From an optimization exercise on the open Yosys and OpenROAD flow, aimed at small area, a short achievable clock period and few clock cycles per item; shortcuts taken in it are not production practice.
Function was checked by simulation only, so behaviour that the tests miss may differ from the original.
No activity file was given, so power comes from the tool's default toggle rates.

==> inputs of v19 <==
// spi_i2c_ctrl
module spi_i2c_ctrl #(
    parameter [23:0] CORE_CLOCK_HZ = 24'd16000000    
) (
    input             clk,
    input             rst,
    input             cmd_valid,
    input      [31:0] cmd,
    output            cmd_ready,
    output reg        rsp_valid,
    output      [7:0] result_code,
    output reg  [7:0] result_value,
    output reg [15:0] ci,
    output            faulted,
    output      [1:0] fault_cause,
    output     [31:0] fault_cmd,
    output            wait_spi,
    output            wait_twi,
    output            wait_settle,
    output reg        cs_drive,
    output reg        cs_level,
    output reg        evt_pindir,
    output reg  [7:0] spcr,
    output      [7:0] spsr,
    output reg  [7:0] spdr_tx,
    output reg  [7:0] spdr_rx,
    output      [7:0] twcr,
    output      [7:0] twsr,
    output reg  [7:0] twbr,
    output      [7:0] twar,
    output reg  [7:0] twdr,
    output reg        spi_pending,
    output reg  [1:0] twi_pending,
    input             spi_step,
    input       [7:0] spi_step_byte,
    input             twi_step,
    input       [4:0] twi_step_status,
    input       [7:0] twi_step_byte,
    input             twi_settle,
    input       [4:0] twi_settle_status
);
    localparam [7:0] OP_SPI_VALIDATE  = 8'h01;
    localparam [7:0] OP_SPI_LOOKUP    = 8'h02;
    localparam [7:0] OP_SPI_CONFIGURE = 8'h03;
    localparam [7:0] OP_SPI_SELECT    = 8'h04;
    localparam [7:0] OP_SPI_DESELECT  = 8'h05;
    localparam [7:0] OP_SPI_TRANSFER  = 8'h06;
    localparam [7:0] OP_SPI_SEND      = 8'h07;
    localparam [7:0] OP_I2C_INIT      = 8'h10;
    localparam [7:0] OP_I2C_OWNADDR   = 8'h11;
    localparam [7:0] OP_I2C_START     = 8'h12;
    localparam [7:0] OP_I2C_ADDRESS   = 8'h13;
    localparam [7:0] OP_I2C_SEND      = 8'h14;
    localparam [7:0] OP_I2C_READACK   = 8'h15;
    localparam [7:0] OP_I2C_READNACK  = 8'h16;
    localparam [7:0] OP_I2C_STOP      = 8'h17;
    localparam [7:0] OP_I2C_STATUS    = 8'h18;
    localparam [2:0] E_OK         = 3'd0;
    localparam [2:0] E_INV_MODE   = 3'd1;
    localparam [2:0] E_SPEED      = 3'd2;
  ...
clock: 8.0 ns
lec_check: 0
cap_margin: 20
core_margin: 2
core_utilization: 40
slew_margin: 20
run.sh (not shown) runs the stock make flow with config.mk's settings and CLKGATE_MAP_FILE= SYNTH_SCRIPT=/design/flow/synth_recipe.tcl, a recipe that flattens the netlist after the stock synthesis.
==> v34: changes against v19 <==
--- a/flow/design.v
+++ b/flow/design.v
@@ -98,91 +98,94 @@
     assign wait_spi    = w_spi;
     assign wait_twi    = w_twi;
     assign wait_settle = w_set;
     assign result_code = {5'b00000, rcode};
     assign spsr        = {spif, wcol, 5'b00000, spi2x};
     assign twcr        = {twint, twea, twsta, twsto, twwc, twen, 1'b0, 1'b0};
     assign twsr        = {tws, 1'b0, twps};
     assign twar        = {twar_r, 1'b0};
-    wire [31:0] cw   = idle ? cmd : cmd_r;
-    wire [7:0]  op   = cw[7:0];
-    wire [7:0]  fa   = cw[15:8];
-    wire [7:0]  fb   = cw[23:16];
-    wire [23:0] hz   = cw[31:8];
-    reg  [31:0] op_mask;
+    wire [7:0]  op   = cmd[7:0];
+    wire [7:0]  fa   = cmd[15:8];
+    wire [7:0]  fb   = cmd[23:16];
+    wire [23:0] hz   = cmd[31:8];
+    reg  [23:0] op_mask;
     reg         op_known;
     always @(*) begin
         op_known = 1'b1;
         case (op)
-            OP_SPI_VALIDATE:  op_mask = 32'hFDFF00FF;
-            OP_SPI_LOOKUP:    op_mask = 32'hFFFCFCFF;
-            OP_SPI_CONFIGURE: op_mask = 32'hE00000FF;
+            OP_SPI_VALIDATE:  op_mask = 24'hFDFF00;
+            OP_SPI_LOOKUP:    op_mask = 24'hFFFCFC;
+            OP_SPI_CONFIGURE: op_mask = 24'hE00000;
             OP_SPI_SELECT,
             OP_SPI_DESELECT,
             OP_SPI_TRANSFER,
             OP_SPI_SEND,
-            OP_I2C_SEND:      op_mask = 32'hFFFF00FF;
-            OP_I2C_INIT:      op_mask = 32'h000000FF;
-            OP_I2C_OWNADDR:   op_mask = 32'hFFFF80FF;
-            OP_I2C_ADDRESS:   op_mask = 32'hFF0000FF;
+            OP_I2C_SEND:      op_mask = 24'hFFFF00;
+            OP_I2C_INIT:      op_mask = 24'h000000;
+            OP_I2C_OWNADDR:   op_mask = 24'hFFFF80;
+            OP_I2C_ADDRESS:   op_mask = 24'hFF0000;
             OP_I2C_START,
             OP_I2C_READACK,
             OP_I2C_READNACK,
             OP_I2C_STOP,
-            OP_I2C_STATUS:    op_mask = 32'hFFFFFFFF;
+            OP_I2C_STATUS:    op_mask = 24'hFFFFFF;
             default: begin
-                op_mask  = 32'hFFFFFFFF;
+                op_mask  = 24'hFFFFFF;
                 op_known = 1'b0;
             end
         endcase
     end
-    wire legal = op_known && ((cw[31:8] & op_mask[31:8]) == 24'd0);
-    wire div_ok = cw[25] ? (fa == 8'd2 || fa == 8'd8 || fa == 8'd32 || fa == 8'd64)
-                         : (fa == 8'd4 || fa == 8'd16 || fa == 8'd64 || fa == 8'd128);
+    wire legal = op_known && ((cmd[31:8] & op_mask) == 24'd0);
+    wire div_ok = cmd[25] ? (fa == 8'd2 || fa == 8'd8 || fa == 8'd32 || fa == 8'd64)
+                          : (fa == 8'd4 || fa == 8'd16 || fa == 8'd64 || fa == 8'd128);
     wire [1:0] div_class = (fa == 8'd2 || fa == 8'd4)  ? 2'd0 :
                            (fa == 8'd8 || fa == 8'd16) ? 2'd1 :
                            (fa == 8'd32)               ? 2'd2 : 2'd3;
-    wire [7:0] cfg_pattern = {cw[27], 1'b1, cw[26], cw[24], fb[1:0], div_class};
+    wire [7:0] cfg_pattern = {cmd[27], 1'b1, cmd[26], cmd[24], fb[1:0], div_class};
     wire hz_ok    = (hz >= HZ_MIN) && (hz <= HZ_MAX);
     wire addr_bad = (fa == 8'd0) || fa[7];
     wire dir_bad  = (fb[7:1] != 7'd0);
     wire       stopp   = (bus == BUS_STOPP);
+    wire       hold_set = stopp & twsto;         
     wire [2:0] bus_eff = stopp ? BUS_IDLE : bus;
     reg seq_ok;
     always @(*) begin
         case (op)
             OP_I2C_START:    seq_ok = (bus_eff == BUS_IDLE) || (bus_eff == BUS_DATA);
             OP_I2C_ADDRESS:  seq_ok = (bus_eff == BUS_START);
             OP_I2C_SEND:     seq_ok = (bus_eff == BUS_ADDRW) || (bus_eff == BUS_DATA);
             OP_I2C_READACK,
             OP_I2C_READNACK: seq_ok = (bus_eff == BUS_ADDRR) || (bus_eff == BUS_DATA);
             default:         seq_ok = (bus_eff == BUS_START) || (bus_eff == BUS_ADDRW) ||
                                       (bus_eff == BUS_ADDRR) || (bus_eff == BUS_DATA);
         endcase
     end
+    wire r_start = (cmd_r[2:0] == 3'd2);
+    wire r_read  = (cmd_r[2:0] == 3'd5) || (cmd_r[2:0] == 3'd6);
     wire [20:0] dv_t    = {rem, 1'b0};
     wire [21:0] dv_diff = {1'b0, dv_t} - {2'b00, cmd_r[27:8]};
     wire        dv_ge   = ~dv_diff[21];
     wire [19:0] dv_rem  = dv_ge ? dv_diff[19:0] : dv_t[19:0];
     wire        dv_last = quo[8];
     wire [8:0]  dv_q    = {quo[7:0], dv_ge};
     wire [7:0]  br_val  = dv_q[7:0] - 8'd8;
     reg        fin;           
     reg  [2:0] fin_code;
     reg  [7:0] fin_val;
     reg        f_ill, f_seq;   
     reg        go_spi, go_twi, go_set, go_div, div_start;
     reg        body;          
+    reg  [2:0] body_op;       
     reg        wr_cfg, wr_cs, wr_twar, wr_spdr, spi_rd, init_done, bus_idle;
     always @(*) begin
         fin = 1'b0; fin_code = E_OK; fin_val = 8'h00;
         f_ill = 1'b0; f_seq = 1'b0;
         go_spi = 1'b0; go_twi = 1'b0; go_set = 1'b0; go_div = 1'b0; div_start = 1'b0;
-        body = 1'b0;
+        body = 1'b0; body_op = op[2:0];
         wr_cfg = 1'b0; wr_cs = 1'b0; wr_twar = 1'b0; wr_spdr = 1'b0; spi_rd = 1'b0;
         init_done = 1'b0; bus_idle = 1'b0;
         if (idle) begin
             if (cmd_valid) begin
                 if (!legal) begin
                     f_ill = 1'b1;
                 end else begin
                     case (op)
@@ -191,17 +194,17 @@
                             if (!div_ok) fin_code = E_SPEED;
                         end
                         OP_SPI_LOOKUP: begin
                             fin = 1'b1;
                             fin_val = {4'b0000, fb[1:0], fa[1:0]};
                         end
                         OP_SPI_CONFIGURE: begin
                             fin = 1'b1;
-                            if (!cw[28])
+                            if (!cmd[28])
                                 fin_code = E_NULL_CFG;
                             else if (!div_ok)
                                 fin_code = E_SPEED;
                             else if (fb > 8'd3)
                                 fin_code = E_INV_MODE;
                             else begin
                                 wr_cfg  = 1'b1;
                                 fin_val = cfg_pattern;
@@ -226,45 +229,46 @@
                             if (!hz_ok) begin
                                 fin = 1'b1;
                                 fin_code = E_BAD_RATE;
                             end else if (!stopp && bus != BUS_IDLE) begin
                                 f_seq = 1'b1;
                             end else begin
                                 go_div = 1'b1;
                                 div_start = 1'b1;
-                                if (stopp && twsto) go_set = 1'b1;
-                                else                bus_idle = 1'b1;
+                                go_set = hold_set;
+                                bus_idle = ~hold_set;
                             end
                         end
                         OP_I2C_OWNADDR: begin
                             fin = 1'b1;
                             wr_twar = 1'b1;
                         end
                         OP_I2C_STATUS: begin
                             fin = 1'b1;
                             fin_val = {tws, 3'b000};
                         end
-                        OP_I2C_ADDRESS: begin
-                            if (addr_bad) begin
+                        default: begin
+                            if (op == OP_I2C_ADDRESS && addr_bad) begin
                                 fin = 1'b1;
                                 fin_code = E_BAD_ADDR;
-                            end else if (dir_bad) begin
+                            end else if (op == OP_I2C_ADDRESS && dir_bad) begin
                                 fin = 1'b1;
                                 fin_code = E_BAD_DIR;
-                            end else if (stopp && twsto) begin
+                            end else if (hold_set) begin
                                 go_set = 1'b1;
+                            end else if (!seq_ok) begin
+                                f_seq = 1'b1;
+                                bus_idle = stopp;
                             end else begin
                                 body = 1'b1;
+                                if (op == OP_I2C_STOP) fin = 1'b1;
+                                else                   go_twi = 1'b1;
                             end
                         end
-                        default: begin
-                            if (stopp && twsto) go_set = 1'b1;
-                            else                body = 1'b1;
-                        end
                     endcase
                 end
             end
         end else if (div) begin
             if (w_set && twi_settle)
                 bus_idle = 1'b1;
             if (dv_last) begin
                 if (!w_set || twi_settle) begin
@@ -276,41 +280,41 @@
                     go_set = 1'b1;
                     div_start = 1'b1;
                 end
             end else begin
                 go_div = 1'b1;
                 go_set = w_set && !twi_settle;
             end
         end else if (w_set) begin
-            if (twi_settle) body = 1'b1;
-            else            go_set = 1'b1;
+            if (twi_settle) begin
+                bus_idle = 1'b1;
+                if (r_start) begin
+                    body = 1'b1;
+                    body_op = 3'd2;
+                    go_twi = 1'b1;
+                end else begin
+                    f_seq = 1'b1;
+                end
+            end else begin
+                go_set = 1'b1;
+            end
         end else if (w_spi) begin
             if (spi_step) begin
                 spi_rd = 1'b1;
                 fin = 1'b1;
-                if (!op[0]) fin_val = spi_step_byte;
+                if (!cmd_r[0]) fin_val = spi_step_byte;
             end else begin
                 go_spi = 1'b1;
             end
         end else if (w_twi) begin
             if (twi_step) begin
                 fin = 1'b1;
-                if (op[2:0] == 3'd5 || op[2:0] == 3'd6) fin_val = twi_step_byte;
-                else                                    fin_val = {twi_step_status, 3'b000};
-            end else begin
-                go_twi = 1'b1;
-            end
-        end
-        if (body) begin
-            if (!seq_ok) begin
-                f_seq = 1'b1;
-                bus_idle = stopp;
-            end else if (op == OP_I2C_STOP) begin
-                fin = 1'b1;
+                if (r_read) fin_val = twi_step_byte;
+                else        fin_val = {twi_step_status, 3'b000};
             end else begin
                 go_twi = 1'b1;
             end
         end
     end
     always @(posedge clk) begin
         if (idle)
             cmd_r <= cmd;
@@ -356,17 +360,17 @@
             idle  <= (idle & ~cmd_valid) | fin;
             w_spi <= go_spi;
             w_twi <= go_twi;
             w_set <= go_set;
             div   <= go_div;
             if (f_ill) fcause[0] <= 1'b1;
             if (f_seq) fcause[1] <= 1'b1;
             rsp_valid  <= fin;
-            evt_pindir <= wr_cfg & cw[24];
+            evt_pindir <= wr_cfg & cmd[24];
             if (fin) begin
                 rcode        <= fin_code;
                 result_value <= fin_val;
                 ci           <= ci + 16'd1;
             end
             if (spi_step) begin
                 spdr_rx     <= spi_step_byte;
                 spif        <= 1'b1;
@@ -380,17 +384,17 @@
                 twi_pending <= TP_NONE;
             end
             if (twi_settle) begin
                 twsto <= 1'b0;
                 tws   <= twi_settle_status;
             end
             if (wr_cfg) begin
                 spcr  <= cfg_pattern;
-                spi2x <= cw[25];
+                spi2x <= cmd[25];
             end
             if (wr_cs) begin
                 cs_drive <= 1'b1;
                 cs_level <= op[0];
             end
             if (wr_spdr) begin
                 spdr_tx <= fa;
                 if (spi_pending)
@@ -409,37 +413,37 @@
             if (init_done) begin
                 twps  <= 2'b00;
                 twbr  <= br_val;
                 twea  <= 1'b0;
                 twsta <= 1'b0;
                 twsto <= 1'b0;
                 twen  <= 1'b1;
             end
-            if (body && seq_ok) begin
+            if (body) begin
                 twint <= 1'b0;
                 twen  <= 1'b1;
-                twea  <= (op == OP_I2C_READACK);
-                twsta <= (op == OP_I2C_START);
-                twsto <= (op == OP_I2C_STOP);
-                case (op)
-                    OP_I2C_START:   twi_pending <= TP_START;
-                    OP_I2C_STOP:    twi_pending <= TP_NONE;
-                    default:        twi_pending <= TP_BYTE;
+                twea  <= (body_op == 3'd5);
+                twsta <= (body_op == 3'd2);
+                twsto <= (body_op == 3'd7);
+                case (body_op)
+                    3'd2:    twi_pending <= TP_START;
+                    3'd7:    twi_pending <= TP_NONE;
+                    default: twi_pending <= TP_BYTE;
                 endcase
-                if (op == OP_I2C_ADDRESS || op == OP_I2C_SEND) begin
+                if (body_op == 3'd3 || body_op == 3'd4) begin
                     if (twint) begin
-                        twdr <= (op == OP_I2C_ADDRESS) ? {fa[6:0], fb[0]} : fa;
+                        twdr <= (body_op == 3'd3) ? {fa[6:0], fb[0]} : fa;
                         twwc <= 1'b0;
                     end else begin
                         twwc <= 1'b1;
                     end
                 end
-                case (op)
-                    OP_I2C_START:   bus <= BUS_START;
-                    OP_I2C_ADDRESS: bus <= fb[0] ? BUS_ADDRR : BUS_ADDRW;
-                    OP_I2C_STOP:    bus <= BUS_STOPP;
-                    default:        bus <= BUS_DATA;
+                case (body_op)
+                    3'd2:    bus <= BUS_START;
+                    3'd3:    bus <= fb[0] ? BUS_ADDRR : BUS_ADDRW;
+                    3'd7:    bus <= BUS_STOPP;
+                    default: bus <= BUS_DATA;
                 endcase
             end
         end
     end
 endmodule
==> flow/flow/run.sh (new file) <==
#!/bin/bash
set -euo pipefail
export BUFFER_PORTS_ARGS="-buffer_cell sky130_fd_sc_hd__buf_1"
bash standard.sh > standard.log 2>&1
==> flow/standard.sh (new file) <==
#!/bin/bash
# synth_recipe.tcl (not shown) runs the flow's synth.tcl, then flattens the netlist and writes it again
# the make line also repeats each setting of config.mk as NAME=value (left out here)
make -C /OpenROAD-flow-scripts/flow DESIGN_CONFIG=/design/flow/config.mk WORK_HOME=/design/flow/orfs CLKGATE_MAP_FILE= SYNTH_SCRIPT=/design/flow/synth_recipe.tcl "${@:-finish}"
CTS_BUF_LIST = sky130_fd_sc_hd__clkbuf_8   (was unset)
SETUP_SLACK_MARGIN = 3.8   (was unset)
removed: flow/run.sh
==> summary of the runs <==
- v34 finished with timing, DRC and antenna clean. v19 completed with no timing, DRC or antenna violations.
- Between v34 and v19, the lower final cell count is in v34 (gap 5.9%, measured against v19).
- In v34 the clock-buffer cell count is higher than in v19, by 1.
- In v19 the clock skew is higher than in v34, by 2.8 ps.
- In v34 the utilization is lower than in v19, by 4.8 points.
- Of v34 and v19, v19 has the higher critical path depth (gap 3).
- Between v19 and v34, the lower sequential share of layout area is in v19 (gap 7.8 points).
- Against v19, the global-route usage of v34 is lower by 0.45 points.
- Of v34 and v19, v19 has the higher wire length (gap 5.7%, measured against v19).
- Against v19, the fmax of v34 is larger by about 40%.
- Between v19 and v34, the lower final area is in v34 (gap about 17%, measured against v34).
==> figures <==
quantity                                                                             v19                      v34
Post-Synth Simple-Gate Area                                                        22.9%                    23.1%
Area of the die                                                                24700 um2                23700 um2
Worst ir drop on vdd                                                              171 uV                   138 uV
Number of fill cells in the layout                                                  2263                     2222
Number of enable-type register cells in the synthesized netlist                        0                       32
Multi-In Gates                                                                       832                      768
Inverter count                                                                        49                       52
Number of well taps                                                                  319                      280
Post-cts repair resize count                                                           0                        7
Detailed-route wire length on metal 1                                            13.7 mm                  12.8 mm
Outcome                                                          complete, no violations  complete, no violations
Met3 wire len                                                                    1.93 mm                  2.16 mm
Final design area excluding fillers                                            12000 um2                10300 um2
Detailed-routed wire length on met2                                              13.7 mm                  12.5 mm
Total chip power                                                                 2.72 mW                  2.40 mW
Initial Utilization                                                                40.3%                    40.9%
Clock group total power                                                         0.822 mW                 0.592 mW
Multi-input gate area                                                           5470 um2                 4850 um2
Worst Slack Setup Final                                                          2390 ps                  3980 ps
Share of Yosys cell area claimed by the top area cell type                         35.4%                    29.9%
Net switching component of the power                                            0.949 mW                 0.825 mW
Via total after detailed routing                                                    8685                     8166
Testbench counts of v19, summed over its fixed seeds: cycles 8,192, commands 3,200.
Testbench counts of v34, summed over its fixed seeds: cycles 8,192, commands 3,200.

re-timing with driven ports:
No port has a modelled driver above. Below, the same layouts with a new extraction and two added sets of constraints.
Step 1, drivers: a clkbuf_16 drives clk and a buf_2 each remaining input, both assumed.
Step 2 moves the port delays by t, midway between the first and last clock arrival at a register: inputs arrive t later, outputs are due t later. That takes back most of the time a late clock gives input paths.
Three values: ideal, step 1, step 2; two values: the first two.
| run | t, ns | setup slack, ns | slew at the worst register clock pin (ns) |
|---|---|---|---|
| v19 | 0.485 | 2.390 / 2.412 / 1.927 | 0.08 / 0.08 |
| v34 | 0.504 | 3.977 / 3.997 / 3.493 | 0.10 / 0.10 |
After both steps setup and hold are still met in every run listed. For v34, which loses most, drivers alone change the setup slack by +0.020 ns; drivers and shift together by -0.484 ns.
